Background: an optimization exercise with open tools, aiming at small area, a short achievable clock period and few clock cycles per item. Do not read the settings as production practice.
Only simulation tests tie the RTL to the original design; equivalence was not proved.
Power figures rest on the tool's default switching activity, not on a simulated workload.

==> design/flow/design.v <==
module cptv_encoder (
    input  wire        clk,
    input  wire        rst,           
    input  wire        cmd_valid,
    output wire        cmd_ready,
    input  wire [4:0]  cmd_width,     
    input  wire [15:0] cmd_count,     
    input  wire        cmd_hist,      
    output reg         cmd_err,       
    input  wire        s_valid,
    output reg         s_ready,
    input  wire [15:0] s_data,
    input  wire        h_valid,
    output reg         h_ready,
    input  wire [15:0] h_data,
    output reg         out_valid,
    input  wire        out_ready,
    output wire [31:0] out_data,
    output reg         out_last,
    output reg         res_valid,
    output reg  [4:0]  res_width
);
    reg        idle;          
    reg        busy;          
    reg        fin;           
    reg [4:0]  width;         
    reg        hist;
    reg [15:0] cnt;           
    reg        ge2;           
    reg        rp;            
    reg        s_full, h_full;
    reg [15:0] s_reg, h_reg;
    reg        t_full;
    reg [16:0] t_q;
    reg [16:0] tprev;         
    reg [15:0] mor;           
    reg        c_full;
    reg [15:0] c_q;           
    reg [62:0] buf_q;
    reg [5:0]  fill;          
    reg [5:0]  sh;            
    assign cmd_ready = idle;
    assign out_data  = buf_q[62:31];
    wire accept = cmd_valid && idle;
    wire cmd_ok = (cmd_width <= 5'd16) && (cmd_count != 16'd0);
    wire start  = accept && cmd_ok;
    wire pack   = (width != 5'd0);
    wire xfer   = out_valid && out_ready;
    reg  go;
    wire h_ok   = h_full || !hist;
    wire pk     = c_full && go;
    wire mv2    = t_full && go;
    wire mv1    = s_full && h_ok && go;
    wire last   = !ge2;
    wire t_last = !busy;
    wire c_last = !busy && !t_full;
    wire s_take = s_valid && s_ready;
    wire h_take = h_valid && h_ready;
    wire [16:0] t     = {1'b0, s_reg} - {1'b0, h_reg};
    wire [17:0] r     = {t_q[16], t_q} - {tprev[16], tprev};
    wire [17:0] mag   = r[17] ? ~r : r;
    wire [15:0] mfold = {mag[16] | mag[15], mag[14:0]};
    wire [15:0] mask  = ~(16'hFFFF << width);
    wire [5:0]  pw   = ~sh;                       
    wire [30:0] fine = {15'd0, c_q} << sh[3:0];
    wire [3:0]  lane = {4{pk}} & (4'b0001 << sh[5:4]);
    wire [62:0] placed;
    genvar j;
    generate
        for (j = 0; j < 63; j = j + 1) begin : g_place
            if (j < 16)
                assign placed[j] = lane[0] & fine[j];
            else if (j % 16 == 15)
                assign placed[j] = lane[j / 16] & fine[15];
            else
                assign placed[j] = (lane[j / 16] & fine[j % 16]) |
                                   (lane[j / 16 - 1] & fine[16 + j % 16]);
        end
    endgenerate
    wire [62:0] orv      = buf_q | placed;
    wire [5:0]  fill_add = pk ? pw : fill;
    wire [62:0] buf_next  = xfer ? {orv[30:0], 32'd0} : orv;
    wire [5:0]  fill_next = xfer ? fill_x : fill_add;
    wire        fin_next  = (pk && c_last && pack) || (fin && !(xfer && out_last));
    wire        busy_next = start || (busy && !(mv1 && last));
    wire        sf_next   = s_take || (s_full && !mv1);
    wire        hf_next   = h_take || (h_full && !mv1);
    wire        tf_next   = go ? (s_full && h_ok) : t_full;
    wire        cf_next   = go ? t_full : c_full;
    wire        hist_next = accept ? cmd_hist : hist;
    wire        ge2_next  = accept ? (cmd_count[15:1] != 15'd0) :
                            mv1 ? ((cnt[15:2] != 14'd0) || (cnt[1] && cnt[0])) : ge2;
    wire        go_next   = !(fill_next[5] && fill_next[4]);
    wire [5:0]  fill_x    = {1'b0, fill_add[4:0] & {5{fill_add[5]}}};
    wire        hok_next  = hf_next || !hist_next;
    wire [5:0]  sh_add    = pk ? sh - {1'b0, width} : sh;
    wire [5:0]  sh_next   = accept ? ~{1'b0, cmd_width} : {sh_add[5] ^ xfer, sh_add[4:0]};
    reg [4:0] sel;
    integer i;
    always @(*) begin
        sel = 5'd1;
        for (i = 0; i < 15; i = i + 1)
            if (mor[i]) sel = i[4:0] + 5'd2;
        if (mor[15]) sel = 5'd0;
    end
    always @(posedge clk) begin
        if (accept) begin
            width <= cmd_width;
            hist  <= cmd_hist;
            cnt   <= cmd_count;
            tprev <= 17'd0;
            mor   <= 16'd0;
        end else begin
            if (mv1) cnt <= cnt - 16'd1;
            if (mv2) begin
                tprev <= t_q;
                mor   <= mor | mfold;
            end
        end
        ge2 <= ge2_next;
        if (!s_full || mv1) s_reg <= s_data;
        if (accept) h_reg <= 16'd0;
        else if (hist && (!h_full || mv1)) h_reg <= h_data;
        sh <= sh_next;
        if (go) begin
            t_q    <= t;
            c_q    <= r[15:0] & mask;
        end
        res_width <= sel;
        if (rst) begin
            idle      <= 1'b1;
            go        <= 1'b1;
            busy      <= 1'b0;
            fin       <= 1'b0;
            rp        <= 1'b0;
            s_full    <= 1'b0;
            h_full    <= 1'b0;
            s_ready   <= 1'b0;
            h_ready   <= 1'b0;
            t_full    <= 1'b0;
            c_full    <= 1'b0;
            buf_q     <= 63'd0;
            fill      <= 6'd0;
            out_valid <= 1'b0;
            out_last  <= 1'b0;
            res_valid <= 1'b0;
            cmd_err   <= 1'b0;
        end else begin
            cmd_err   <= accept && !cmd_ok;
            rp        <= mv2 && t_last;
            res_valid <= rp;
            busy      <= busy_next;
            s_full    <= sf_next;
            h_full    <= hf_next;
            t_full    <= tf_next;
            c_full    <= cf_next;
            fin       <= fin_next;
            idle      <= !busy_next && !tf_next && !cf_next && !fin_next;
            s_ready   <= (busy_next && !sf_next) ||
                         (sf_next && hok_next && go_next && ge2_next);
            h_ready   <= hist_next && ((busy_next && !hf_next) ||
                         (hf_next && sf_next && go_next && ge2_next));
            buf_q     <= buf_next;
            fill      <= fill_next;
            go        <= go_next;
            out_valid <= fill_next[5] || (fin_next && (fill_next != 6'd0));
            out_last  <= fin_next && !(fill_next[5] && (fill_next[4:0] != 5'd0));
        end
    end
endmodule
==> design/flow/standard.sh <==
#!/bin/bash
# synth_recipe.tcl (not shown) runs the flow's synth.tcl, then flattens the netlist and writes it again
# the make line also repeats each setting of config.mk as NAME=value (left out here)
make -C /OpenROAD-flow-scripts/flow DESIGN_CONFIG=/design/flow/config.mk WORK_HOME=/design/flow/orfs CLKGATE_MAP_FILE= SYNTH_SCRIPT=/design/flow/synth_recipe.tcl "${@:-finish}"
==> design/flow/config.mk <==
export PLATFORM = sky130hd
export DESIGN_NAME = cptv_encoder
export DESIGN_NICKNAME = cptv_encoder
export VERILOG_FILES = /design/flow/design.v
export SDC_FILE = /design/flow/constraint.sdc
export NUM_CORES = 4
export LEC_CHECK = 0
export CAP_MARGIN = 20
export CORE_MARGIN = 2
export CORE_UTILIZATION = 40
export CTS_BUF_LIST = sky130_fd_sc_hd__clkbuf_4 sky130_fd_sc_hd__clkbuf_8
export SETUP_SLACK_MARGIN = 4.9
export SLEW_MARGIN = 20
==> design/flow/constraint.sdc <==
create_clock -name core_clock -period 7.5 [get_ports {clk}]
set_input_delay 1.5000 -clock core_clock [delete_from_list [all_inputs] [get_ports {clk}]]
set_output_delay 1.5000 -clock core_clock [all_outputs]
set_load 0.01 [all_outputs]
==> design/flow/flow/run.sh <==
#!/bin/bash
# The standard layout (standard.sh, unchanged synthesis and steps), with the
# port buffers that ORFS inserts made plain buffers instead of delay cells.
set -euo pipefail
export BUFFER_PORTS_ARGS="-buffer_cell sky130_fd_sc_hd__buf_2"
bash standard.sh > standard.log 2>&1
==> results of run 1 <==
what timing repair did:
action,4_1_cts,5_1_grt
buffers inserted,13,8
setup endpoints to repair,85,66
gates resized for setup,25,25
endpoints found under the hold margin,0,0
gates cloned,2,1
pin swaps,12,17
worst reg2reg max path, cell delays in order, from the launching register on:
cell	delay [ns]
edfxtp_1	0.39
inv_1	0.08
ha_2	0.18
inv_2	0.04
fa_2	0.36
a211oi_4	0.25
o21ai_2	0.11
a31oi_2	0.22
o21bai_1	0.11
a21oi_2	0.17
xor2_2	0.26
xor2_1	0.17
o21ai_1	0.07
layout make-up:
type,instances,area (um2)
well taps,378,473.0
clock buffers,56,720.7
flip-flops and latches,216,5084
clock inverters,14,101.3
repair inverters,1,8.758
inverters,62,249.0
repair buffers,132,804.5
fillers,2717,14690
multi-input cells,856,5500
metrics by stage:
stage          area [um2]  setup WS (ns)
3_3_place_gp        11730          4.038
3_5_place_dp        11740          4.014
4_1_cts             12780          4.906
5_1_grt             12940          4.854
2_1_floorplan       11200          4.759
6_report            12940          4.936
worst max-delay path by stage:
stage                          from                   end  slack, ns  depth (start not counted)
4_1_cts          s_reg[0]$_DFFE_PN_     t_q[16]$_DFFE_PP_       4.91                         11
5_1_grt            t_q[0]$_DFFE_PP_  mor[10]$_SDFFE_PP0P_       4.85                         12
3_3_place_gp              cmd_valid    h_ready$_SDFF_PP0_       4.04                          8
2_1_floorplan             cmd_valid    h_ready$_SDFF_PP0_       4.76                          7
3_5_place_dp              cmd_valid    h_ready$_SDFF_PP0_       4.01                          8
6_report       buf_q[62]$_SDFF_PP0_          out_data[31]       4.94                          1
routing by layer:
| layer | routed length, um | track usage [%] | up-vias |
|---|---|---|---|
| li1 | - | - | 4507 |
| met1 | 12260 | 24.11 | 4133 |
| met2 | 12750 | 30.70 | 190 |
| met3 | 1204 | 3.354 | 46 |
| met4 | 536 | 5.343 | 2 |
| met5 | 13 | 0 | - |
cell usage in the layout (no fill, tap or decap), types with 7 or more instances in the layout:
| cell | n |
|---|---|
| nor4_1 | 8 |
| xor2_1 | 17 |
| buf_4 | 23 |
| a221o_1 | 17 |
| a21oi_1 | 118 |
| ha_1 | 38 |
| mux4_2 | 8 |
| nor3_1 | 27 |
| o21ai_1 | 14 |
| xnor2_1 | 36 |
| clkbuf_4 | 8 |
| nand2_1 | 153 |
| clkbuf_8 | 49 |
| a211oi_1 | 34 |
| a221oi_1 | 24 |
| and2_1 | 7 |
| o21ai_0 | 42 |
| o21a_1 | 8 |
| dfxtp_1 | 138 |
| edfxtp_1 | 75 |
| nor2_1 | 129 |
| a21o_1 | 7 |
| nor2b_1 | 19 |
| nand3_1 | 11 |
| buf_2 | 102 |
| clkinv_2 | 7 |
| inv_1 | 58 |
| mux2i_1 | 17 |
| o22ai_1 | 8 |
cells by family after synthesis:
kind of cell             after synthesis  share of synthesized area, %
AND/OR/NAND/NOR                      402                         15.88
AO/OA/AOI/OAI                        323                         18.75
adder cells (fa/ha/maj)               43                         5.028
multiplexers                          32                         3.850
buffers and inverters                158                         6.644
XOR/XNOR                              55                         4.321
flip-flops                           216                         45.52
report_power, final:
group | switching [W] | total, W | leakage (nW) | internal, W
logic | 0.000733 | 0.00127 | 2.69 | 0.000534
registers | 0.0000964 | 0.00148 | 1.92 | 0.00138
clock network | 0.000494 | 0.00115 | 0.437 | 0.000657
total | 0.00132 | 0.00390 | 5.04 | 0.00257
==> summary.txt, run 1 <==
fin util=46.84%; fin. max-slew vios=0; Seq cells post-synth=216; worst hold start=rp$_SDFF_PP0_; drt first-iter violations=593; P per Cell Area=301.2 mW/mm2; Synth area leader=dfxtp_1; hold endpoint=res_valid$_SDFF_PP0_; routed wire length=26770 um; Max-cap violations=0; clk_skew=0.01513 ns; top-area cell type share of the netlist area=25.32%; global-route wire length before repair=43040 um; hold crit path type=reg2reg; biggest regs=buf_q x63, t_q x17, tprev x17; top area cells in the synthesized netlist=dfxtp_1 (25%), edfxtp_1 (20%), a21oi_1 (5.5%); I/O Buffers=103; nets=1412; Final Setup Violations=0; count leader, synth=nand2_1; FF-to-FF End=mor[10]$_SDFFE_PP0P_; Slowest Stage Delay on Critical Path=0.38 ns; Rel. slew slack=48.23%; GRT Util Overall=18.29%; CP max stage cell=dfxtp_1; Netlist cell types=65; Worst-path clk slew=0.06 ns; Reg-to-Reg Start=t_q[0]$_DFFE_PP_; RSZ-0062 raised after global routing=true; Synth Flop Type=dfxtp_1; worst hold slack=0.4468 ns; DIE AREA=0.02922 mm2; Die H=170.9 um; Final period util=34.19%; delay-heaviest family, CP=flip-flops; WS Path Type=reg2out; worst path cell trace=buf_2; RD Place Congestion=0.8451; clock sinks=216; DP HPWL=18000 um; VDD IR max=0.0001449 V; hold buffers post-CTS=0; Reg2Reg Setup Slack=4.99 ns; maximum buffer depth of the clock tree=3; Max Clk Rate=389.9 MHz; CTS root buf=clkbuf_8; n_diodes=0; Largest register FFs=63; # rows=61; global route total overflow=0; Residual DRC=0; DIE WIDTH=170.9 um; share of cells above drive strength 1=19.60%; Total Power=0.003897 W; Final ANT Viol Nets=0; status=timing/DRC/antenna clean; Worst Reg2Reg Path Length in Cells=12; total CTS buffers=40; syn_nets=1332; CTS H-tree depth=2; Critical Path AT=1.06 ns; Inst Count DP=1621; Async SR Flop Fraction=0%; Setup TNS Final=0 ns; Final min period=2.564 ns; Crit path required time=6.00 ns; post-route insts no fill=1715; vias in the first global route=8493; hold path depth=1; core area=0.02763 mm2; initial core utilization=40.35%; buffers and inverters on the worst path=1; CTS tree=built; number of flops mapped to enable cells by yosys=75; static leakage=5.044 nW; mean post-synth cell area=9.071 um2; IO Pins=104; Clock Latency Late Sink=0.54 ns; vias per cell=5.177; Biggest register=buf_q; synthesized area=0.01115 mm2; via count=8878; Slew @ Worst Pin=0.7694 ns; Seq/Total Area, Yosys=45.52%; critical path launch point type=flop; CP Capture Type=primary output; Ys Warns=1; top post-synthesis cells by count=nand2_1 (158), dfxtp_1 (141), nor2_1 (129); Area Growth Syn to Fin=16.08%; largest net degree at the start of global routing=47; wire per inst=15.61 um; initial antenna violation count=1; largest fanout on the critical path=2; Syn Inst Count=1229; first drt pass iteration count=5; final hold vios=0
Testbench counts, summed over its fixed seeds: cycles 463,669, samples 462,776.
==> run 2, diff against run 1 <==
--- a/design/flow/config.mk
+++ b/design/flow/config.mk
@@ -7,7 +7,7 @@
 export LEC_CHECK = 0
 export CAP_MARGIN = 20
 export CORE_MARGIN = 2
-export CORE_UTILIZATION = 40
+export CORE_UTILIZATION = 60
 export CTS_BUF_LIST = sky130_fd_sc_hd__clkbuf_4 sky130_fd_sc_hd__clkbuf_8
 export SETUP_SLACK_MARGIN = 4.9
 export SLEW_MARGIN = 20
==> run 2 against run 1 <==
Worst setup slack lost 0.099 ns. Total power is 0.43% lower. Via count rose by 2.2%. Hold slack worse by 0.014 ns. Register-to-register slack lost 0.15 ns. Global-route usage up 7.3 points. Combinational power rose by 4%. Utilization rose by 24 points.
==> summary.txt, run 2 <==
status=timing/DRC/antenna clean (unchanged); Final ANT Viol Nets=0 (unchanged); Setup TNS Final=0 ns (unchanged); count leader, synth=nand2_1 (unchanged); Final Setup Violations=0 (unchanged); number of flops mapped to enable cells by yosys=75 (unchanged); CTS root buf=clkbuf_8 (unchanged); CTS H-tree depth=2 (unchanged); Max-cap violations=0 (unchanged); Ys Warns=1 (unchanged); CP max stage cell=edfxtp_1 (was dfxtp_1); P per Cell Area=303.6 mW/mm2 (was 301.2 mW/mm2); Rel. slew slack=38.16% (was 48.23%); Synth Flop Type=dfxtp_1 (unchanged); top post-synthesis cells by count=nand2_1 (158), dfxtp_1 (141), nor2_1 (129) (unchanged); n_diodes=0 (unchanged); top-area cell type share of the netlist area=25.32% (unchanged); Clock Latency Late Sink=0.52 ns (was 0.54 ns); worst path cell trace=inv_1 > ha_2 > inv_2 > fa_2 > a211oi_4 > o21ai_2 > a31oi_1 > o21bai_1 > a21oi_2 > xor2_2 > xor2_1 > o21ai_1 (was buf_2); clk_skew=0.02121 ns (was 0.01513 ns); IO Pins=104 (unchanged); most common cell after layout, fill and taps aside=nand2_1 (unchanged); # rows=49 (was 61); Netlist cell types=65 (unchanged); final hold vios=0 (unchanged); Largest register FFs=63 (unchanged); Max Clk Rate=375.4 MHz (was 389.9 MHz); RD Place Congestion=0.8535 (was 0.8451); CTS tree=built (unchanged); initial core utilization=61.64% (was 40.35%); Inst Count DP=1472 (was 1621); Seq cells post-synth=216 (unchanged); total CTS buffers=37 (was 40); Async SR Flop Fraction=0% (unchanged); WS Path Type=reg2reg (was reg2out); hold crit path type=reg2reg (unchanged); static leakage=5.043 nW (was 5.044 nW); drt first-iter violations=649 (was 593); dpl ws=4.022 ns (was 4.014 ns); biggest regs=buf_q x63, t_q x17, tprev x17 (unchanged); core area=0.01809 mm2 (was 0.02763 mm2); maximum buffer depth of the clock tree=3 (unchanged); via count=9074 (was 8878); Crit path required time=7.91 ns (was 6.00 ns); global route total overflow=0 (unchanged); DIE WIDTH=140.3 um (was 170.9 um); hold buffers post-CTS=0 (unchanged); Fill cells=1433 (was 2717); fin. max-slew vios=0 (unchanged); vias in the first global route=8260 (was 8493); GRT Util Overall=25.58% (was 18.29%); commonest cells after routing, fill and taps aside=nand2_1 (154), dfxtp_1 (139), nor2_1 (128) (was nand2_1 (153), dfxtp_1 (138), nor2_1 (129)); routed wire length=26370 um (was 26770 um); Seq/Total Area, Yosys=45.52% (unchanged); Die H=140.3 um (was 170.9 um); Final period util=35.52% (was 34.19%); Residual DRC=0 (unchanged); Total Power=0.003881 W (was 0.003897 W); Slew @ Worst Pin=0.9192 ns (was 0.7694 ns); fin util=70.67% (was 46.84%); I/O Buffers=103 (unchanged); Syn Inst Count=1229 (unchanged); Critical Path AT=3.07 ns (was 1.06 ns); clock sinks=216 (unchanged); synthesized area=0.01115 mm2 (unchanged); wire per inst=16.87 um (was 15.61 um); global-route wire length before repair=41210 um (was 43040 um); DIE AREA=0.01969 mm2 (was 0.02922 mm2); Reg2Reg Setup Slack=4.84 ns (was 4.99 ns); initial antenna violation count=0 (was 1); largest net degree at the start of global routing=73 (was 47); Biggest register=buf_q (unchanged); critical path launch point type=flop (unchanged); vias per cell=5.806 (was 5.177); mean post-synth cell area=9.071 um2 (unchanged); Slowest Stage Delay on Critical Path=0.38 ns (about the same); syn_nets=1332 (unchanged); Final min period=2.664 ns (was 2.564 ns); largest fanout on the critical path=2 (unchanged); DP HPWL=17270 um (was 18000 um); RSZ-0062 raised after global routing=true (unchanged); Worst-path clk slew=0.06 ns (about the same); CP Capture Type=flop (was primary output); first drt pass iteration count=5 (unchanged); nets=1410 (was 1412); VDD IR max=0.0002112 V (was 0.0001449 V); Synth area leader=dfxtp_1 (unchanged); Area Growth Syn to Fin=14.66% (was 16.08%); share of cells above drive strength 1=20.09% (was 19.60%); post-route insts no fill=1563 (was 1715); setup slack after layout=4.836 ns (was 4.936 ns); top area cells in the synthesized netlist=dfxtp_1 (25%), edfxtp_1 (20%), a21oi_1 (5.5%) (unchanged)
[run 2: changes by cell type in the layout (fill, tap and decap cells not counted), sizes merged]
cell | before | now
bufinv | 1 | 0
inv | 64 | 63
clkinv | 11 | 7
clkbuf | 58 | 61
[run 2: logic make-up after synthesis]
| logic type | Yosys count | synth area share, % |
|---|---|---|
| XOR/XNOR | 55 | 4.321 |
| adder cells (fa/ha/maj) | 43 | 5.028 |
| AO/OA/AOI/OAI | 323 | 18.75 |
| AND/OR/NAND/NOR | 402 | 15.88 |
| multiplexers | 32 | 3.850 |
| flip-flops | 216 | 45.52 |
| buffers and inverters | 158 | 6.644 |
[run 2: stage by stage]
stage | instance area [um2] | hold WS (ns)
6_report | 12780 | 0.4329
4_1_cts | 12460 | 0.4437
5_1_grt | 12780 | 0.4619
3_3_place_gp | 11550 | 0.4357
2_1_floorplan | 11200 | 0.4062
3_5_place_dp | 11550 | 0.4366
[run 2: report_power, final]
part | switching, W | internal, W
clock | 0.000469 | 0.000612
combinational | 0.000761 | 0.000556
sequential | 0.000101 | 0.00138
[run 2: worst paths after layout]
check / startpoint / to / cells after the start
worst max-delay path: t_q[0]$_DFFE_PP_ / mor[10]$_SDFFE_PP0P_ / 12
worst min-delay path: mor[15]$_SDFFE_PP0P_ / res_width[4]$_SDFF_PP0_ / 1
worst max register to register: t_q[0]$_DFFE_PP_ / mor[10]$_SDFFE_PP0P_ / 12
worst min register to register: mor[15]$_SDFFE_PP0P_ / res_width[4]$_SDFF_PP0_ / 1
[run 2: layer usage]
layer  part of all wire [%]  up-vias  global-route usage, %  wire length [um]
li1                       -     4505                      -                 -
met1                     46     4229                  36.73             12220
met2                     46      287                  40.63             12180
met3                    5.5       53                  3.692              1446
met4                    2.0        0                  7.390               526
met5                      0        -                      0                 0
[run 2: area by class of cell]
| cell class | instances | area [um2] | area share, % |
|---|---|---|---|
| multi-input cells | 856 | 5568 | 43.56 |
| inverters | 62 | 259.0 | 2.026 |
| flip-flops and latches | 216 | 5082 | 39.76 |
| clock inverters | 7 | 36.28 | 0.2839 |
| well taps | 229 | 286.5 | 2.242 |
| clock buffers | 59 | 724.4 | 5.668 |
| repair buffers | 132 | 803.3 | 6.284 |
| repair inverters | 2 | 22.52 | 0.1762 |
[run 2: worst max-delay path: cells and delay by family (launching register included)]
family,cells,cell delay [ns]
adders and majority gates,2,0.56
DFF,1,0.38
AOI/OAI and AO/OA,6,1.03
buffers and inverters,2,0.11
xor gates and xnor gates,2,0.45
[run 2: timing repair]
| item | CTS | global route |
|---|---|---|
| pin swaps | 5 | 19 |
| resized for setup | 20 | 40 |
| buffers inserted | 8 | 13 |
| setup endpoints to repair | 78 | 79 |
| cloned | 1 | 3 |
==> run 3, diff against run 2 <==
--- a/design/flow/config.mk
+++ b/design/flow/config.mk
@@ -7,7 +7,9 @@
 export LEC_CHECK = 0
 export CAP_MARGIN = 20
 export CORE_MARGIN = 2
-export CORE_UTILIZATION = 60
-export CTS_BUF_LIST = sky130_fd_sc_hd__clkbuf_4 sky130_fd_sc_hd__clkbuf_8
+export CORE_UTILIZATION = 40
+export CTS_BUF_LIST = sky130_fd_sc_hd__clkbuf_16
+export CTS_CLUSTER_DIAMETER = 80
+export CTS_CLUSTER_SIZE = 20
 export SETUP_SLACK_MARGIN = 4.9
 export SLEW_MARGIN = 20
==> run 3 against run 2 <==
Still clean on timing, DRC and antenna. Total power down 6.6%. Hold slack better by 0.016 ns. Non-clock buffer count up 3. Critical path type unchanged.
==> summary.txt, run 3 <==
status=timing/DRC/antenna clean (unchanged); hold crit path type=reg2reg (unchanged); syn_nets=1332 (unchanged); Max-cap violations=0 (unchanged); Area Growth Syn to Fin=13.55% (was 14.66%); Setup TNS Final=0 ns (unchanged); Synth area leader=dfxtp_1 (unchanged); routed wire length=26330 um (was 26370 um); most common cell after layout, fill and taps aside=nand2_1 (unchanged); Largest register FFs=63 (unchanged); Max Clk Rate=393.3 MHz (was 375.4 MHz); maximum buffer depth of the clock tree=3 (unchanged); DIE WIDTH=170.9 um (was 140.3 um); Slowest Stage Delay on Critical Path=0.40 ns (was 0.38 ns); Final period util=33.90% (was 35.52%); Syn Inst Count=1229 (unchanged); CTS H-tree depth=1 (was 2); synthesized area=0.01115 mm2 (unchanged); Worst Reg2Reg Path Length in Cells=11 (was 12); mean post-synth cell area=9.071 um2 (unchanged); Seq cells post-synth=216 (unchanged); hold endpoint=res_valid$_SDFF_PP0_ (was res_width[4]$_SDFF_PP0_); fin util=45.82% (was 70.67%); Die H=170.9 um (was 140.3 um); Slew @ Worst Pin=0.7571 ns (was 0.9192 ns); Crit path required time=7.72 ns (was 7.91 ns); drt first-iter violations=602 (was 649); number of flops mapped to enable cells by yosys=75 (unchanged); DP HPWL=18000 um (was 17270 um); Clock Latency Late Sink=0.50 ns (was 0.52 ns); GRT Util Overall=17.88% (was 25.58%); Async SR Flop Fraction=0% (unchanged); FF-to-FF End=c_q[10]$_DFFE_PP_ (was mor[10]$_SDFFE_PP0P_); clock sinks=216 (unchanged); critical path launch point type=flop (unchanged); total CTS buffers=16 (was 37); count leader, synth=nand2_1 (unchanged); Netlist cell types=65 (unchanged); Critical Path AT=2.76 ns (was 3.07 ns); vias in the first global route=8254 (was 8260); via count=8743 (was 9074); Reg-to-Reg Start=t_q[0]$_DFFE_PP_ (unchanged); IO Pins=104 (unchanged); I/O Buffers=103 (unchanged); final hold vios=0 (unchanged); top post-synthesis cells by count=nand2_1 (158), dfxtp_1 (141), nor2_1 (129) (unchanged); CP max stage cell=edfxtp_1 (unchanged); FF+latch area=0.005082 mm2 (unchanged); top area cells in the synthesized netlist=dfxtp_1 (25%), edfxtp_1 (20%), a21oi_1 (5.5%) (unchanged); hold path depth=1 (unchanged); global route total overflow=0 (unchanged); delay-heaviest family, CP=compound AO/OA/AOI/OAI gates (unchanged); VDD IR max=0.0001677 V (was 0.0002112 V); Synth Flop Type=dfxtp_1 (unchanged); # rows=61 (was 49); biggest regs=buf_q x63, t_q x17, tprev x17 (unchanged); fin. max-slew vios=0 (unchanged); Residual DRC=0 (unchanged); initial antenna violation count=1 (was 0); hold buffers post-CTS=0 (unchanged); static leakage=4.887 nW (was 5.043 nW); Worst-path clk slew=0.09 ns (was 0.06 ns); Rel. slew slack=49.06% (was 38.16%); RSZ-0062 raised after global routing=true (unchanged); worst path cell trace=inv_1 > ha_2 > inv_2 > fa_2 > a211oi_4 > o21ai_2 > a31oi_2 > o21bai_1 > a21oi_2 > xor2_2 > nor2_1 (was inv_1 > ha_2 > inv_2 > fa_2 > a211oi_4 > o21ai_2 > a31oi_1 > o21bai_1 > a21oi_2 > xor2_2 > xor2_1 > o21ai_1); clk_skew=0.02709 ns (was 0.02121 ns); Total Power=0.003624 W (was 0.003881 W); DIE AREA=0.02922 mm2 (was 0.01969 mm2); Seq/Total Area, Yosys=45.52% (unchanged); CTS tree=built (unchanged); n_diodes=0 (unchanged); largest net degree at the start of global routing=47 (was 73); CTS root buf=clkbuf_16 (was clkbuf_8); vias per cell=5.220 (was 5.806); share of cells above drive strength 1=17.42% (was 20.09%); Reg2Reg Setup Slack=4.96 ns (was 4.84 ns); initial core utilization=40.35% (was 61.64%); top-area cell type share of the netlist area=25.32% (unchanged); CP Capture Type=flop (unchanged); Final min period=2.543 ns (was 2.664 ns); Fill cells=2744 (was 1433); P per Cell Area=286.3 mW/mm2 (was 303.6 mW/mm2); Ys Warns=1 (unchanged); worst hold start=rp$_SDFF_PP0_ (was mor[15]$_SDFFE_PP0P_); multi-input logic area=0.005530 mm2 (was 0.005568 mm2); global-route wire length before repair=42310 um (was 41210 um); buffers and inverters on the worst path=2 (unchanged); worst hold slack=0.4489 ns (was 0.4329 ns); wire per inst=15.72 um (was 16.87 um); WS Path Type=reg2reg (unchanged); largest fanout on the critical path=2 (unchanged); Biggest register=buf_q (unchanged); commonest cells after routing, fill and taps aside=nand2_1 (153), dfxtp_1 (139), nor2_1 (127) (was nand2_1 (154), dfxtp_1 (139), nor2_1 (128)); Final Setup Violations=0 (unchanged); core area=0.02763 mm2 (was 0.01809 mm2); Final ANT Viol Nets=0 (unchanged); RD Place Congestion=0.8451 (was 0.8535); nets=1391 (was 1410); first drt pass iteration count=7 (was 5)
[run 3: worst reg2reg max path, stage by stage (launching register included)]
cell and delay [ns]:
edfxtp_1 0.40, inv_1 0.08, ha_2 0.18, inv_2 0.04, fa_2 0.36, a211oi_4 0.25
o21ai_2 0.11, a31oi_2 0.20, o21bai_1 0.12, a21oi_2 0.18, xor2_2 0.26, nor2_1 0.09
[run 3: through the flow]
stage          cells  cell area (um2)  setup slack, ns
4_1_cts         1666            12490            4.896
5_1_grt         1675            12660            4.838
6_report        1675            12660            4.957
3_3_place_gp    1621            11730            4.038
3_5_place_dp    1621            11740            4.014
2_1_floorplan   1229            11200            4.759
[run 3: kinds of logic after synthesis]
family / Yosys count / share of synthesized area [%]
AO/OA/AOI/OAI: 323 / 18.75
XOR/XNOR: 55 / 4.321
adder cells (fa/ha/maj): 43 / 5.028
flip-flops: 216 / 45.52
buffers and inverters: 158 / 6.644
multiplexers: 32 / 3.850
AND/OR/NAND/NOR: 402 / 15.88
[run 3: layer usage]
layer	vias up	GRT usage [%]	wire (um)
met5	-	0	13
met4	2	4.458	524
met2	196	30.56	12680
met3	31	2.151	1150
met1	4065	24.12	11970
li1	4449	-	-
[run 3: area by class of cell]
| cell class | instances | share of cell area (%) |
|---|---|---|
| clock buffer | 18 | 3.558 |
| clock inverter | 9 | 0.5041 |
| inverter | 62 | 1.967 |
| multi-input combinational | 856 | 43.69 |
| sequential | 216 | 40.15 |
| tap | 378 | 3.736 |
| timing repair buffer | 135 | 6.326 |
| timing repair inverter | 1 | 0.06919 |
[run 3: power by group]
group	switching, W	internal [W]	total (W)
registers	0.0000974	0.00138	0.00148
clock network	0.000430	0.000442	0.000873
logic	0.000738	0.000537	0.00127
[run 3: how the worst max path moves through the flow]
| stage | startpoint | end | slack (ns) | cells past startpoint |
|---|---|---|---|---|
| after floorplan | cmd_valid | h_ready$_SDFF_PP0_ | 4.76 | 7 |
| after global placement | cmd_valid | h_ready$_SDFF_PP0_ | 4.04 | 8 |
| after detailed placement | cmd_valid | h_ready$_SDFF_PP0_ | 4.01 | 8 |
| after CTS | t_q[0]$_DFFE_PP_ | mor[10]$_SDFFE_PP0P_ | 4.90 | 12 |
| after global routing | t_q[0]$_DFFE_PP_ | mor[10]$_SDFFE_PP0P_ | 4.84 | 12 |
| final | t_q[0]$_DFFE_PP_ | c_q[10]$_DFFE_PP_ | 4.96 | 11 |
[run 3: repair_timing]
item | 4_1_cts | 5_1_grt
gates resized for setup | 27 | 30
buffers inserted | 16 | 8
gates cloned | 2 | 1
pin swaps | 14 | 17
setup endpoints to repair | 90 | 49
==> run 4, diff against run 3 <==
==> design/flow/flow/run.sh (replaced) <==
#!/bin/bash
# The standard layout (standard.sh, unchanged synthesis and steps), with the
# port buffers that ORFS inserts made plain buffers instead of delay cells.
set -euo pipefail
export BUFFER_PORTS_ARGS="-buffer_cell sky130_fd_sc_hd__buf_1"
bash standard.sh > standard.log 2>&1
--- a/design/flow/config.mk
+++ b/design/flow/config.mk
@@ -8,8 +8,8 @@
 export CAP_MARGIN = 20
 export CORE_MARGIN = 2
 export CORE_UTILIZATION = 40
-export CTS_BUF_LIST = sky130_fd_sc_hd__clkbuf_16
-export CTS_CLUSTER_DIAMETER = 80
-export CTS_CLUSTER_SIZE = 20
+export CTS_BUF_LIST = sky130_fd_sc_hd__clkbuf_4 sky130_fd_sc_hd__clkbuf_8
+export CTS_CLUSTER_DIAMETER = 70
+export CTS_CLUSTER_SIZE = 14
 export SETUP_SLACK_MARGIN = 4.9
 export SLEW_MARGIN = 20
==> run 4 against run 3 <==
Still clean. Worst setup slack worse by 0.022 ns. First-iteration DRC count is 1.2% lower. Combinational power hardly changed. Global-route usage is 0.14 points higher. Synthesized cell count stayed put. Utilization is 0.38 points lower. Hold slack better by 0.0023 ns. Largest power group unchanged.
==> summary.txt, run 4 <==
status=timing/DRC/antenna clean (unchanged); CP max stage cell=fa_2 (was edfxtp_1); Biggest register=buf_q (unchanged); first drt pass iteration count=5 (was 7); Worst Reg2Reg Path Length in Cells=12 (was 11); hold crit path type=reg2reg (unchanged); static leakage=4.646 nW (was 4.887 nW); VDD IR max=0.0001386 V (was 0.0001677 V); largest fanout on the critical path=3 (was 2); total CTS buffers=21 (was 16); top-area cell type share of the netlist area=25.32% (unchanged); wire per inst=15.65 um (was 15.72 um); fin. max-slew vios=0 (unchanged); CTS root buf=clkbuf_8 (was clkbuf_16); Final ANT Viol Nets=0 (unchanged); Die H=170.9 um (unchanged); Synth Flop Type=dfxtp_1 (unchanged); CTS H-tree depth=1 (unchanged); Crit path required time=7.92 ns (was 7.72 ns); Max-cap violations=0 (unchanged); Final period util=34.20% (was 33.90%); drt first-iter violations=595 (was 602); Reg-to-Reg Start=t_q[0]$_DFFE_PP_ (unchanged); Final Setup Violations=0 (unchanged); final hold vios=0 (unchanged); clock sinks=216 (unchanged); n_diodes=0 (unchanged); RSZ-0062 raised after global routing=true (unchanged); number of flops mapped to enable cells by yosys=75 (unchanged); Area Growth Syn to Fin=12.60% (was 13.55%); core area=0.02763 mm2 (unchanged); mean post-synth cell area=9.071 um2 (unchanged); worst path cell trace=inv_1 > ha_2 > inv_2 > fa_2 > a211oi_4 > o21ai_2 > a31oi_2 > o21bai_1 > a21oi_2 > xor2_2 > xor2_1 > o21ai_1 (was inv_1 > ha_2 > inv_2 > fa_2 > a211oi_4 > o21ai_2 > a31oi_2 > o21bai_1 > a21oi_2 > xor2_2 > nor2_1); WS Path Type=reg2reg (unchanged); hold endpoint=res_valid$_SDFF_PP0_ (unchanged); DP HPWL=17980 um (was 18000 um); dpl ws=4.002 ns (was 4.014 ns); CTS tree=built (unchanged); DIE WIDTH=170.9 um (unchanged); Largest register FFs=63 (unchanged); most common cell after layout, fill and taps aside=nand2_1 (unchanged); delay-heaviest family, CP=compound AO/OA/AOI/OAI gates (unchanged); Reg2Reg Setup Slack=4.94 ns (was 4.96 ns); Slowest Stage Delay on Critical Path=0.40 ns (about the same); commonest cells after routing, fill and taps aside=nand2_1 (153), nor2_1 (126), dfxtp_1 (120) (was nand2_1 (153), dfxtp_1 (139), nor2_1 (127)); IO Pins=104 (unchanged); via count=8884 (was 8743); initial antenna violation count=0 (was 1); biggest regs=buf_q x63, t_q x17, tprev x17 (unchanged); top area cells in the synthesized netlist=dfxtp_1 (25%), edfxtp_1 (20%), a21oi_1 (5.5%) (unchanged); vias in the first global route=8419 (was 8254); Clock Latency Late Sink=0.56 ns (was 0.50 ns); top post-synthesis cells by count=nand2_1 (158), dfxtp_1 (141), nor2_1 (129) (unchanged); routed wire length=26350 um (was 26330 um); P per Cell Area=280.2 mW/mm2 (was 286.3 mW/mm2); clk_skew=0.04315 ns (was 0.02709 ns); vias per cell=5.276 (was 5.220); I/O Buffers=103 (unchanged); Netlist cell types=65 (unchanged); Seq cells post-synth=216 (unchanged); placed cell areas=0.01161 mm2 (was 0.01174 mm2); Setup TNS Final=0 ns (unchanged); hold path depth=1 (unchanged); Residual DRC=0 (unchanged); syn_nets=1332 (unchanged); Worst-path clk slew=0.09 ns (about the same); DIE AREA=0.02922 mm2 (unchanged); worst hold slack=0.4512 ns (was 0.4489 ns); FF-to-FF End=mor[10]$_SDFFE_PP0P_ (was c_q[10]$_DFFE_PP_); RD Place Congestion=0.8402 (was 0.8451); count leader, synth=nand2_1 (unchanged); Fill cells=2744 (unchanged); critical path launch point type=flop (unchanged); global-route wire length before repair=42980 um (was 42310 um); Critical Path AT=2.99 ns (was 2.76 ns); Seq/Total Area, Yosys=45.52% (unchanged); buffers and inverters on the worst path=2 (unchanged); largest net degree at the start of global routing=73 (was 47); Synth area leader=dfxtp_1 (unchanged); setup slack after layout=4.935 ns (was 4.957 ns); # rows=61 (unchanged); cell area after layout=0.01255 mm2 (was 0.01266 mm2); Max Clk Rate=389.9 MHz (was 393.3 MHz); worst hold start=rp$_SDFF_PP0_ (unchanged); CP Capture Type=flop (unchanged); share of cells above drive strength 1=15.24% (was 17.42%); Async SR Flop Fraction=0% (unchanged); nets=1396 (was 1391); Rel. slew slack=46.47% (was 49.06%); hold buffers post-CTS=0 (unchanged); initial core utilization=40.35% (unchanged); global route total overflow=0 (unchanged); Final min period=2.565 ns (was 2.543 ns); Ys Warns=1 (unchanged); fin util=45.44% (was 45.82%); GRT Util Overall=18.02% (was 17.88%); Slew @ Worst Pin=0.7956 ns (was 0.7571 ns); synthesized area=0.01115 mm2 (unchanged); Syn Inst Count=1229 (unchanged); maximum buffer depth of the clock tree=3 (unchanged)
-- run 4: cell type report --
class	count	area (um2)	share of cell area [%]
clock buffer	28	354.1	2.821
clock inverter	8	52.55	0.4186
inverter	62	245.2	1.954
multi-input combinational	856	5562	44.30
sequential	216	5106	40.68
tap	378	473.0	3.768
timing repair buffer	136	760.7	6.060
-- run 4: worst max path at each step --
stage / slack, ns / start / depth (start not counted) / end
after floorplan: 4.76 / cmd_valid / 7 / h_ready$_SDFF_PP0_
after global placement: 4.01 / cmd_valid / 8 / h_ready$_SDFF_PP0_
after detailed placement: 4.00 / cmd_valid / 8 / h_ready$_SDFF_PP0_
after CTS: 4.88 / s_reg[0]$_DFFE_PN_ / 15 / t_q[6]$_DFFE_PP_
after global routing: 4.76 / t_q[0]$_DFFE_PP_ / 12 / mor[10]$_SDFFE_PP0P_
final: 4.94 / t_q[0]$_DFFE_PP_ / 12 / mor[10]$_SDFFE_PP0P_
-- run 4: what timing repair did --
action | CTS | global route
cloned | 1 | 0
gates resized for setup | 53 | 64
endpoints found under the setup margin | 105 | 95
setup buffers | 22 | 4
pin swaps | 14 | 21
-- run 4: routing by layer --
metal	up-vias	global-route usage [%]	wire [um]
li1	4473	-	-
met1	4191	24.09	12230
met2	172	30.35	12410
met3	48	2.290	974
met4	0	5.785	734
met5	-	0	0
-- run 4: power by group --
group	switching, W	internal (W)	total, W
logic	0.000748	0.000551	0.00130
clock network	0.000427	0.000315	0.000742
registers	0.0000969	0.00138	0.00148
total	0.00127	0.00225	0.00352
-- run 4: kinds of logic (layout without fill, tap and decap cells) --
family,count (synthesis),count (layout),synth area share [%]
and+or+nand+nor,402,403,15.88
AOI/OAI and AO/OA,323,323,18.75
DFF,216,216,45.52
buffers and inverters,158,234,6.644
xor gates and xnor gates,55,55,4.321
adders and majority gates,43,43,5.028
muxes,32,32,3.850
-- run 4: through the flow --
step	cells	power, W
6_report	1684	0.003517
5_1_grt	1684	0.003743
4_1_cts	1680	0.003474
3_5_place_dp	1621	0.002632
3_3_place_gp	1621	0.002619
2_1_floorplan	1229	0.002351
==> run 5, diff against run 4 <==
--- a/design/flow/config.mk
+++ b/design/flow/config.mk
@@ -7,7 +7,7 @@
 export LEC_CHECK = 0
 export CAP_MARGIN = 20
 export CORE_MARGIN = 2
-export CORE_UTILIZATION = 40
+export CORE_UTILIZATION = 47
 export CTS_BUF_LIST = sky130_fd_sc_hd__clkbuf_4 sky130_fd_sc_hd__clkbuf_8
 export CTS_CLUSTER_DIAMETER = 70
 export CTS_CLUSTER_SIZE = 14
==> run 5 against run 4 <==
Still clean on timing, DRC and antenna. Synthesized cell count unchanged. Combinational power about the same. Clock-buffer cell count increased by 1. Total power decreased by 1.7%. Clock power decreased by 7.7%. Worst setup slack got worse by 0.042 ns. Sequential share of layout area increased by 0.59 points. Final area decreased by 1.7%. Non-clock buffer count decreased by 5. Hold slack got worse by 0.0053 ns. Sequential power about the same. Largest power group unchanged.
==> summary.txt, run 5 <==
status=timing/DRC/antenna clean (unchanged); most common cell after layout, fill and taps aside=nand2_1 (unchanged); CTS root buf=clkbuf_8 (unchanged); global-route wire length before repair=41840 um (was 42980 um); Slowest Stage Delay on Critical Path=0.45 ns (was 0.40 ns); CP Capture Type=primary output (was flop); number of flops mapped to enable cells by yosys=75 (unchanged); largest fanout on the critical path=3 (unchanged); RSZ-0062 raised after global routing=true (unchanged); top-area cell type share of the netlist area=25.32% (unchanged); Synth area leader=dfxtp_1 (unchanged); P per Cell Area=280.4 mW/mm2 (was 280.2 mW/mm2); CP max stage cell=dfxtp_4 (was fa_2); count leader, synth=nand2_1 (unchanged); I/O Buffers=103 (unchanged); largest net degree at the start of global routing=73 (unchanged); multi-input logic area=0.005543 mm2 (was 0.005562 mm2); Final Setup Violations=0 (unchanged); Synth Flop Type=dfxtp_1 (unchanged); maximum buffer depth of the clock tree=3 (unchanged); synthesized area=0.01115 mm2 (unchanged); Rel. slew slack=37.77% (was 46.47%); Seq cells post-synth=216 (unchanged); CTS tree=built (unchanged); hold buffers post-CTS=0 (unchanged); n_diodes=0 (unchanged); clk_skew=0.03245 ns (was 0.04315 ns); post-route insts no fill=1615 (was 1684); Max-cap violations=0 (unchanged); VDD IR max=0.0001790 V (was 0.0001386 V); Seq/Total Area, Yosys=45.52% (unchanged); DP HPWL=17970 um (was 17980 um); delay-heaviest family, CP=flip-flops (was compound AO/OA/AOI/OAI gates); FF+latch area=0.005092 mm2 (was 0.005106 mm2); IO Pins=104 (unchanged); vias in the first global route=8112 (was 8419); Setup TNS Final=0 ns (unchanged); hold crit path type=reg2reg (unchanged); top area cells in the synthesized netlist=dfxtp_1 (25%), edfxtp_1 (20%), a21oi_1 (5.5%) (unchanged); via count=8840 (was 8884); Netlist cell types=65 (unchanged); buffers and inverters on the worst path=1 (was 2); mean post-synth cell area=9.071 um2 (unchanged); first drt pass iteration count=5 (unchanged); final hold vios=0 (unchanged); Clock Latency Late Sink=0.54 ns (was 0.56 ns); Fill cells=2277 (was 2744); Slew @ Worst Pin=0.9250 ns (was 0.7956 ns); DIE AREA=0.02497 mm2 (was 0.02922 mm2); initial antenna violation count=0 (unchanged); global route total overflow=0 (unchanged); GRT Util Overall=20.68% (was 18.02%); critical path launch point type=flop (unchanged); # rows=56 (was 61); share of cells above drive strength 1=12.19% (was 15.24%); Area Growth Syn to Fin=10.68% (was 12.60%); drt first-iter violations=505 (was 595); vias per cell=5.474 (was 5.276); biggest regs=buf_q x63, t_q x17, tprev x17 (unchanged); Worst-path clk slew=0.10 ns (was 0.09 ns); RD Place Congestion=0.8974 (was 0.8402); static leakage=4.510 nW (was 4.646 nW); Critical Path AT=1.11 ns (was 2.99 ns); WS Path Type=reg2out (was reg2reg); CTS H-tree depth=1 (unchanged); worst hold slack=0.4459 ns (was 0.4512 ns); Ys Warns=1 (unchanged); Largest register FFs=63 (unchanged); Final min period=2.607 ns (was 2.565 ns); fin. max-slew vios=0 (unchanged); wire per inst=16.14 um (was 15.65 um); initial core utilization=47.64% (was 40.35%); Die H=158.0 um (was 170.9 um); nets=1389 (was 1396); Biggest register=buf_q (unchanged); routed wire length=26070 um (was 26350 um); Residual DRC=0 (unchanged); total CTS buffers=19 (was 21); Async SR Flop Fraction=0% (unchanged); core area=0.02340 mm2 (was 0.02763 mm2); Max Clk Rate=383.5 MHz (was 389.9 MHz); Final period util=34.76% (was 34.20%); clock sinks=216 (unchanged); Crit path required time=6.00 ns (was 7.92 ns); Inst Count DP=1562 (was 1621); Final ANT Viol Nets=0 (unchanged); DIE WIDTH=158.0 um (was 170.9 um); syn_nets=1332 (unchanged); worst path cell trace=buf_6 (was inv_1 > ha_2 > inv_2 > fa_2 > a211oi_4 > o21ai_2 > a31oi_2 > o21bai_1 > a21oi_2 > xor2_2 > xor2_1 > o21ai_1); commonest cells after routing, fill and taps aside=nand2_1 (154), dfxtp_1 (131), nor2_1 (125) (was nand2_1 (153), nor2_1 (126), dfxtp_1 (120)); top post-synthesis cells by count=nand2_1 (158), dfxtp_1 (141), nor2_1 (129) (unchanged); Syn Inst Count=1229 (unchanged)
==> run 5: stage by stage <==
stage / area, um2 / setup WS (ns) / util (%) / power [W]
global placement: 11530 / 4.012 / 49.28 / 0.002626
finish: 12340 / 4.893 / 52.73 / 0.003459
global route: 12340 / 4.823 / 52.73 / 0.003688
floorplan: 11200 / 4.759 / - / 0.002351
detailed placement: 11530 / 3.989 / 49.28 / 0.002638
CTS: 12080 / 4.748 / 51.63 / 0.003404
==> run 5: kinds of logic after synthesis <==
family | count (synthesis) | share of synthesized area, %
AND/OR/NAND/NOR | 402 | 15.88
AO/OA/AOI/OAI | 323 | 18.75
flip-flops | 216 | 45.52
buffers and inverters | 158 | 6.644
XOR/XNOR | 55 | 4.321
adder cells (fa/ha/maj) | 43 | 5.028
multiplexers | 32 | 3.850
==> run 5: path summary, 6_finish.rpt <==
check | from | end | slack, ns | cells past startpoint
setup / recovery | idle$_SDFF_PP1_ | cmd_ready | 4.89 | 1
hold reg to reg | mor[15]$_SDFFE_PP0P_ | res_width[4]$_SDFF_PP0_ | 0.45 | 1
hold / removal | mor[15]$_SDFFE_PP0P_ | res_width[4]$_SDFF_PP0_ | 0.45 | 1
setup reg to reg | t_q[0]$_DFFE_PP_ | c_q[10]$_DFFE_PP_ | 4.93 | 11
==> run 5: layout make-up <==
cell class,instances,area share [%]
Inverter,62,2.018
Timing Repair Buffer,131,5.699
Clock inverter,2,0.1318
Sequential cell,216,41.27
Multi-Input combinational cell,856,44.92
Clock buffer,29,2.728
Tap cell,319,3.235
==> run 5: timing repair <==
| item | 4_1_cts | 5_1_grt |
|---|---|---|
| cloned | 0 | 1 |
| endpoints found under the setup margin | 93 | 103 |
| buffers inserted | 11 | 10 |
| pin swaps | 13 | 16 |
| gates resized for setup | 29 | 57 |
==> run 5: layer usage <==
layer  up-vias  routed length [um]  track usage (%)
met5         -                   0                0
met1      4170               12680            30.12
met2       188               11720            32.26
met4         0                 554            6.178
met3        35                1120            2.546
li1       4447                   -                -
==> run 5: power by group <==
part           total, W  switching [W]  internal, W
logic           0.00129       0.000743     0.000551
clock network  0.000685       0.000397     0.000288
registers       0.00148       0.000100      0.00138
total           0.00346        0.00124      0.00222
==> run 5: worst register-to-register path: stages (launching register included) <==
cell and delay, ns:
edfxtp_1 0.42, inv_1 0.08, ha_2 0.18, inv_2 0.04
fa_2 0.35, a211oi_2 0.26, o21ai_2 0.12, a31oi_2 0.22
o21bai_1 0.11, a21oi_2 0.18, xor2_2 0.26, nor2_2 0.09
==> run 6, diff against run 5 <==
==> design/flow/flow/run.sh (replaced) <==
#!/bin/bash
# The standard layout (standard.sh, unchanged synthesis and steps), with the
# port buffers that ORFS inserts made plain buffers instead of delay cells.
set -euo pipefail
export BUFFER_PORTS_ARGS="-buffer_cell sky130_fd_sc_hd__buf_2"
bash standard.sh > standard.log 2>&1
--- a/design/flow/config.mk
+++ b/design/flow/config.mk
@@ -7,9 +7,9 @@
 export LEC_CHECK = 0
 export CAP_MARGIN = 20
 export CORE_MARGIN = 2
-export CORE_UTILIZATION = 47
+export CORE_UTILIZATION = 40
 export CTS_BUF_LIST = sky130_fd_sc_hd__clkbuf_4 sky130_fd_sc_hd__clkbuf_8
 export CTS_CLUSTER_DIAMETER = 70
 export CTS_CLUSTER_SIZE = 14
-export SETUP_SLACK_MARGIN = 4.9
+export SETUP_SLACK_MARGIN = 5.0
 export SLEW_MARGIN = 20
==> run 6 against run 5 <==
Non-clock buffer count grew 43. First-iteration DRC count is 3.2% lower. Still clean. Die area rose by 17%. Synthesized cell count is the same. Hold slack improved by 0.0014 ns. Wire length rose by 5.3%. Combinational power is essentially flat.
==> summary.txt, run 6 <==
status=timing/DRC/antenna clean (unchanged); CTS H-tree depth=1 (unchanged); multi-input logic area=0.005545 mm2 (was 0.005543 mm2); worst path cell trace=inv_1 > ha_2 > inv_2 > fa_2 > a211oi_2 > o21ai_1 > a31oi_1 > o21bai_1 > a21oi_2 > xor2_2 > nor2_1 (was buf_6); hold crit path type=reg2reg (unchanged); Async SR Flop Fraction=0% (unchanged); Crit path required time=7.79 ns (was 6.00 ns); Syn Inst Count=1229 (unchanged); dpl ws=4.029 ns (was 3.989 ns); Final Setup Violations=0 (unchanged); largest net degree at the start of global routing=73 (unchanged); mean post-synth cell area=9.071 um2 (unchanged); Area Growth Syn to Fin=18.83% (was 10.68%); CTS tree=built (unchanged); cell area after layout=0.01325 mm2 (was 0.01234 mm2); wire per inst=15.94 um (was 16.14 um); total CTS buffers=20 (was 19); Synth area leader=dfxtp_1 (unchanged); nets=1436 (was 1389); Synth Flop Type=dfxtp_1 (unchanged); Seq cells post-synth=216 (unchanged); Switching Fraction=35.27% (was 35.85%); RD Place Congestion=0.8375 (was 0.8974); largest fanout on the critical path=2 (was 3); CP max stage cell=edfxtp_1 (was dfxtp_4); static leakage=5.125 nW (was 4.510 nW); top area cells in the synthesized netlist=dfxtp_1 (25%), edfxtp_1 (20%), a21oi_1 (5.5%) (unchanged); vias per cell=5.226 (was 5.474); Biggest register=buf_q (unchanged); VDD IR max=0.0001575 V (was 0.0001790 V); internal power=0.002305 W (was 0.002219 W); top post-synthesis cells by count=nand2_1 (158), dfxtp_1 (141), nor2_1 (129) (unchanged); RSZ-0062 raised after global routing=true (unchanged); # rows=61 (was 56); Residual DRC=0 (unchanged); Setup TNS Final=0 ns (unchanged); global route total overflow=0 (unchanged); DIE WIDTH=170.9 um (was 158.0 um); Ys Warns=1 (unchanged); Clk pwr share=21.4% (was 19.8%); core area=0.02763 mm2 (was 0.02340 mm2); register share of total power=41.5% (was 42.8%); CP Capture Type=flop (was primary output); Slowest Stage Delay on Critical Path=0.42 ns (was 0.45 ns); global-route wire length before repair=42550 um (was 41840 um); delay-heaviest family, CP=compound AO/OA/AOI/OAI gates (was flip-flops); clk_skew=0.01233 ns (was 0.03245 ns); Final period util=34.24% (was 34.76%); clock sinks=216 (unchanged); buffers and inverters on the worst path=2 (was 1); Die H=170.9 um (was 158.0 um); via count=8999 (was 8840); n_diodes=0 (unchanged); first drt pass iteration count=5 (unchanged); Seq/Total Area, Yosys=45.52% (unchanged); most common cell after layout, fill and taps aside=nand2_1 (unchanged); fin util=47.95% (was 52.73%); commonest cells after routing, fill and taps aside=nand2_1 (153), nor2_1 (127), a21oi_1 (116) (was nand2_1 (154), dfxtp_1 (131), nor2_1 (125)); Max-cap violations=0 (unchanged); Worst-path clk slew=0.09 ns (was 0.10 ns); initial antenna violation count=0 (unchanged); synthesized area=0.01115 mm2 (unchanged); fin. max-slew vios=0 (unchanged); vias in the first global route=8469 (was 8112); count leader, synth=nand2_1 (unchanged); share of cells above drive strength 1=23.74% (was 12.19%); setup slack after layout=4.932 ns (was 4.893 ns); Rel. slew slack=41.74% (was 37.77%); Slew @ Worst Pin=0.8701 ns (was 0.9250 ns); GRT Util Overall=18.05% (was 20.68%); Clock Latency Late Sink=0.54 ns (about the same); worst hold slack=0.4473 ns (was 0.4459 ns); placed cell areas=0.01174 mm2 (was 0.01153 mm2); top-area cell type share of the netlist area=25.32% (unchanged); CTS root buf=clkbuf_8 (unchanged); Largest register FFs=63 (unchanged); Max Clk Rate=389.4 MHz (was 383.5 MHz); syn_nets=1332 (unchanged); drt first-iter violations=489 (was 505); IO Pins=104 (unchanged); WS Path Type=reg2reg (was reg2out); initial core utilization=40.35% (was 47.64%); logic gate share of total power=37.1% (was 37.4%); number of flops mapped to enable cells by yosys=75 (unchanged); Final ANT Viol Nets=0 (unchanged); P per Cell Area=268.9 mW/mm2 (was 280.4 mW/mm2); I/O Buffers=103 (unchanged); FF+latch area=0.005130 mm2 (was 0.005092 mm2); DIE AREA=0.02922 mm2 (was 0.02497 mm2); Netlist cell types=65 (unchanged); final hold vios=0 (unchanged); Switch Pwr=0.001256 W (was 0.001240 W); biggest regs=buf_q x63, t_q x17, tprev x17 (unchanged); hold buffers post-CTS=0 (unchanged); DP HPWL=18120 um (was 17970 um); Final min period=2.568 ns (was 2.607 ns); Fill cells=2671 (was 2277); maximum buffer depth of the clock tree=3 (unchanged); critical path launch point type=flop (unchanged); Critical Path AT=2.85 ns (was 1.11 ns); routed wire length=27450 um (was 26070 um)
==> run 6: final cells by class <==
cell class,count,share of cell area (%)
tap,378,3.570
sequential,216,38.72
inverter,62,1.983
timing repair buffer,174,10.53
multi-input combinational,856,41.86
timing repair inverter,3,0.2078
clock buffer,29,2.777
clock inverter,4,0.3495
==> run 6: final timing paths <==
check	from	to	slack, ns	cells past startpoint
worst max-delay path	t_q[0]$_DFFE_PP_	c_q[10]$_DFFE_PP_	4.93	11
worst min-delay path	rp$_SDFF_PP0_	res_valid$_SDFF_PP0_	0.45	1
worst max register to register	t_q[0]$_DFFE_PP_	c_q[10]$_DFFE_PP_	4.93	11
worst min register to register	rp$_SDFF_PP0_	res_valid$_SDFF_PP0_	0.45	1
==> run 6: metal layers <==
metal  vias to the layer above  wire, um  global-route usage [%]
li1                       4540         -                       -
met1                      4211     12380                   23.91
met2                       214     13290                   30.80
met3                        34      1181                   2.660
met4                         0       595                   4.901
met5                         -         0                       0
==> run 6: timing repair <==
action / 4_1_cts / 5_1_grt
pin swaps: 21 / 23
resized for setup: 114 / 33
setup endpoints to repair: 138 / 99
endpoints found under the hold margin: 0 / 0
buffers inserted: 43 / 20
cloned: 1 / 4
==> run 6: per-stage QoR <==
step	cells	power, W
floorplan	1229	0.002351
global placement	1621	0.002625
detailed placement	1621	0.002640
CTS	1698	0.003518
global route	1722	0.003773
finish	1722	0.003562
==> run 6: cells by family (layout without fill, tap and decap cells) <==
logic type	after synthesis	count (layout)	share of synthesized area, %
adders and majority gates	43	43	5.028
AOI/OAI and AO/OA	323	323	18.75
DFF	216	216	45.52
xor gates and xnor gates	55	55	4.321
and+or+nand+nor	402	403	15.88
muxes	32	32	3.850
buffers and inverters	158	272	6.644
==> run 6: power by group through the flow <==
| stage | Clock [W] | Combinational [W] | Sequential [W] |
|---|---|---|---|
| floorplan | 0 | 0.000878 | 0.00147 |
| global placement | 0 | 0.00112 | 0.00151 |
| detailed placement | 0 | 0.00113 | 0.00151 |
| CTS | 0.000784 | 0.00126 | 0.00148 |
| global route | 0.000825 | 0.00145 | 0.00150 |
| finish | 0.000762 | 0.00132 | 0.00148 |
==> run 7, diff against run 6 <==
--- a/design/flow/config.mk
+++ b/design/flow/config.mk
@@ -11,5 +11,5 @@
 export CTS_BUF_LIST = sky130_fd_sc_hd__clkbuf_4 sky130_fd_sc_hd__clkbuf_8
 export CTS_CLUSTER_DIAMETER = 70
 export CTS_CLUSTER_SIZE = 14
-export SETUP_SLACK_MARGIN = 5.0
+export SETUP_SLACK_MARGIN = 4.9
 export SLEW_MARGIN = 20
==> run 7 against run 6 <==
Cell count shrank 2.4%. Die area is the same. Sequential cell count is the same. Clock power grew 2%. Clock-buffer cell count shrank 1. Clock skew grew 0.022 ns. Sequential share of layout area grew 1.9 points. Critical path depth shrank 10. Combinational power shrank 5%. Via count shrank 2.8%. Largest cell class unchanged.
==> summary.txt, run 7 <==
top-area cell type share of the netlist area=25.32% (unchanged); syn_nets=1332 (unchanged); cell area after layout=0.01256 mm2 (was 0.01325 mm2); Final period util=34.77% (was 34.24%); drt first-iter violations=481 (was 489); Netlist cell types=65 (unchanged); buffers and inverters on the worst path=1 (was 2); placed cell areas=0.01174 mm2 (unchanged); CP max stage cell=dfxtp_4 (was edfxtp_1); Area Growth Syn to Fin=12.66% (was 18.83%); CTS tree=built (unchanged); Clock Latency Late Sink=0.56 ns (was 0.54 ns); number of flops mapped to enable cells by yosys=75 (unchanged); Seq/Total Area, Yosys=45.52% (unchanged); Setup TNS Final=0 ns (unchanged); Slew @ Worst Pin=0.7636 ns (was 0.8701 ns); hold crit path type=reg2reg (unchanged); clk_skew=0.03471 ns (was 0.01233 ns); Final Setup Violations=0 (unchanged); Top Layer Used=met5 (was met4); Inst Count DP=1621 (unchanged); Fill cells=2744 (was 2671); core area=0.02763 mm2 (unchanged); initial antenna violation count=1 (was 0); IO Pins=104 (unchanged); fin util=45.46% (was 47.95%); GRT Util Overall=17.47% (was 18.05%); static leakage=4.834 nW (was 5.125 nW); fin. max-slew vios=0 (unchanged); first drt pass iteration count=5 (unchanged); Max Clk Rate=383.4 MHz (was 389.4 MHz); Critical Path AT=1.11 ns (was 2.85 ns); Crit path required time=6.00 ns (was 7.79 ns); vias per cell=5.207 (was 5.226); DIE WIDTH=170.9 um (unchanged); top area cells in the synthesized netlist=dfxtp_1 (25%), edfxtp_1 (20%), a21oi_1 (5.5%) (unchanged); vias in the first global route=8231 (was 8469); count leader, synth=nand2_1 (unchanged); DIE AREA=0.02922 mm2 (unchanged); global route total overflow=0 (unchanged); share of cells above drive strength 1=18.82% (was 23.74%); RD Place Congestion=0.8451 (was 0.8375); multi-input logic area=0.005507 mm2 (was 0.005545 mm2); synthesized area=0.01115 mm2 (unchanged); status=timing/DRC/antenna clean (unchanged); Largest register FFs=63 (unchanged); FF+latch area=0.005100 mm2 (was 0.005130 mm2); initial core utilization=40.35% (unchanged); WS Path Type=reg2out (was reg2reg); setup slack after layout=4.892 ns (was 4.932 ns); maximum buffer depth of the clock tree=3 (unchanged); worst path cell trace=buf_6 (was inv_1 > ha_2 > inv_2 > fa_2 > a211oi_2 > o21ai_1 > a31oi_1 > o21bai_1 > a21oi_2 > xor2_2 > nor2_1); Residual DRC=0 (unchanged); mean post-synth cell area=9.071 um2 (unchanged); biggest regs=buf_q x63, t_q x17, tprev x17 (unchanged); post-route insts no fill=1680 (was 1722); # rows=61 (unchanged); Die H=170.9 um (unchanged); RSZ-0062 raised after global routing=true (unchanged); Final min period=2.608 ns (was 2.568 ns); P per Cell Area=279.6 mW/mm2 (was 268.9 mW/mm2); critical path launch point type=flop (unchanged); Slowest Stage Delay on Critical Path=0.44 ns (was 0.42 ns); largest fanout on the critical path=3 (was 2); routed wire length=26250 um (was 27450 um); largest net degree at the start of global routing=73 (unchanged); final hold vios=0 (unchanged); Synth area leader=dfxtp_1 (unchanged); n_diodes=0 (unchanged); wire per inst=15.62 um (was 15.94 um); via count=8748 (was 8999); most common cell after layout, fill and taps aside=nand2_1 (unchanged); Max-cap violations=0 (unchanged); CP Capture Type=primary output (was flop); CTS H-tree depth=1 (unchanged); DP HPWL=18000 um (was 18120 um); Biggest register=buf_q (unchanged); VDD IR max=0.0001283 V (was 0.0001575 V); Post-Route M1 WL=12090 um (was 12380 um); Rel. slew slack=48.63% (was 41.74%); I/O Buffers=103 (unchanged); Synth Flop Type=dfxtp_1 (unchanged); met3 WL post-DR=1113 um (was 1181 um); Syn Inst Count=1229 (unchanged); CTS root buf=clkbuf_8 (unchanged); commonest cells after routing, fill and taps aside=nand2_1 (154), nor2_1 (128), dfxtp_1 (125) (was nand2_1 (153), nor2_1 (127), a21oi_1 (116)); total CTS buffers=21 (was 20); global-route wire length before repair=41710 um (was 42550 um); top post-synthesis cells by count=nand2_1 (158), dfxtp_1 (141), nor2_1 (129) (unchanged); clock sinks=216 (unchanged); nets=1392 (was 1436); delay-heaviest family, CP=flip-flops (was compound AO/OA/AOI/OAI gates); Seq cells post-synth=216 (unchanged); met2 routed WL=12580 um (was 13290 um); Worst-path clk slew=0.08 ns (was 0.09 ns); Ys Warns=1 (unchanged); Final ANT Viol Nets=0 (unchanged); dpl ws=4.014 ns (was 4.029 ns); Async SR Flop Fraction=0% (unchanged)
[run 7: cell counts after synthesis]
No cell type changed its count.
[run 7: what timing repair did]
action,4_1_cts,5_1_grt
hold buffers,0,0
pin swaps,14,19
setup endpoints to repair,88,87
setup buffers,10,11
gates cloned,0,2
hold endpoints to repair,0,0
resized for setup,30,38
[run 7: routing by layer]
metal  GRT usage (%)  vias to the layer above
met4           4.311                        2
li1                -                     4454
met2           29.75                      189
met5               0                        -
met3           2.452                       35
met1           23.44                     4068
[run 7: final timing paths]
path	start	to	slack, ns	depth (start not counted)
min reg2reg	rp$_SDFF_PP0_	res_valid$_SDFF_PP0_	0.45	1
max	idle$_SDFF_PP1_	cmd_ready	4.89	1
max reg2reg	t_q[0]$_DFFE_PP_	mor[10]$_SDFFE_PP0P_	4.96	12
min	rp$_SDFF_PP0_	res_valid$_SDFF_PP0_	0.45	1
[run 7: stage by stage]
step           hold slack (ns)  total power [W]
2_1_floorplan           0.4062         0.002351
3_3_place_gp            0.4332         0.002626
3_5_place_dp            0.4367         0.002637
4_1_cts                 0.4562         0.003473
5_1_grt                 0.4797         0.003732
6_report                0.4543         0.003512
[run 7: logic make-up (layout without fill, tap and decap cells)]
group / Yosys count / count (layout) / synth area share [%]
compound gates: 323 / 323 / 18.75
fa+ha+maj: 43 / 43 / 5.028
xor+xnor: 55 / 55 / 4.321
flops: 216 / 216 / 45.52
mux: 32 / 32 / 3.850
buf+inv: 158 / 230 / 6.644
simple gates: 402 / 403 / 15.88
[run 7: layout make-up]
class / count / area share, %
clock buffer: 28 / 2.819
clock inverter: 8 / 0.6077
inverter: 62 / 1.982
multi-input combinational: 856 / 43.84
sequential: 216 / 40.61
tap: 378 / 3.766
timing repair buffer: 132 / 6.376
[run 7: report_power, final]
| group | total [W] | internal, W | switching, W |
|---|---|---|---|
| registers | 0.00148 | 0.00138 | 0.0000978 |
| logic | 0.00126 | 0.000532 | 0.000728 |
| clock network | 0.000774 | 0.000349 | 0.000426 |

port drivers added, routing unchanged:
Ports are ideal in the flow. The routed layouts listed here were re-timed in OpenROAD. Step 1 sets driving cells, clkbuf_16 on the clock port and buf_2 on the other inputs (assumed; they add their load-dependent delay and slew). Step 2, shift: input delay + t, output delay - t, t = (earliest + latest rising clock arrival at the registers) / 2. This alone moves slack from input paths to output paths. a / b / c = ideal / step 1 / step 2; a / b = the first two.
run	t, ns	setup slack, ns	latest minus earliest clock arrival (ns)	worst data-port slew with drivers (ns)
run 1	0.576	4.936 / 4.891 / 4.437	0.017 / 0.016	0.05
run 2	0.549	4.836 / 4.836 / 4.391	0.026 / 0.026	0.04
run 3	0.532	4.957 / 4.911 / 4.472	0.033 / 0.033	0.05
run 4	0.591	4.935 / 4.893 / 4.453	0.046 / 0.045	0.04
run 5	0.568	4.893 / 4.849 / 4.461	0.033 / 0.034	0.03
run 6	0.577	4.932 / 4.930 / 4.417	0.013 / 0.012	0.05
run 7	0.585	4.892 / 4.845 / 4.385	0.037 / 0.037	0.05
After both steps every run listed still meets setup and hold. For run 6, which loses most, drivers alone change the setup slack by -0.002 ns; drivers and shift together by -0.515 ns.
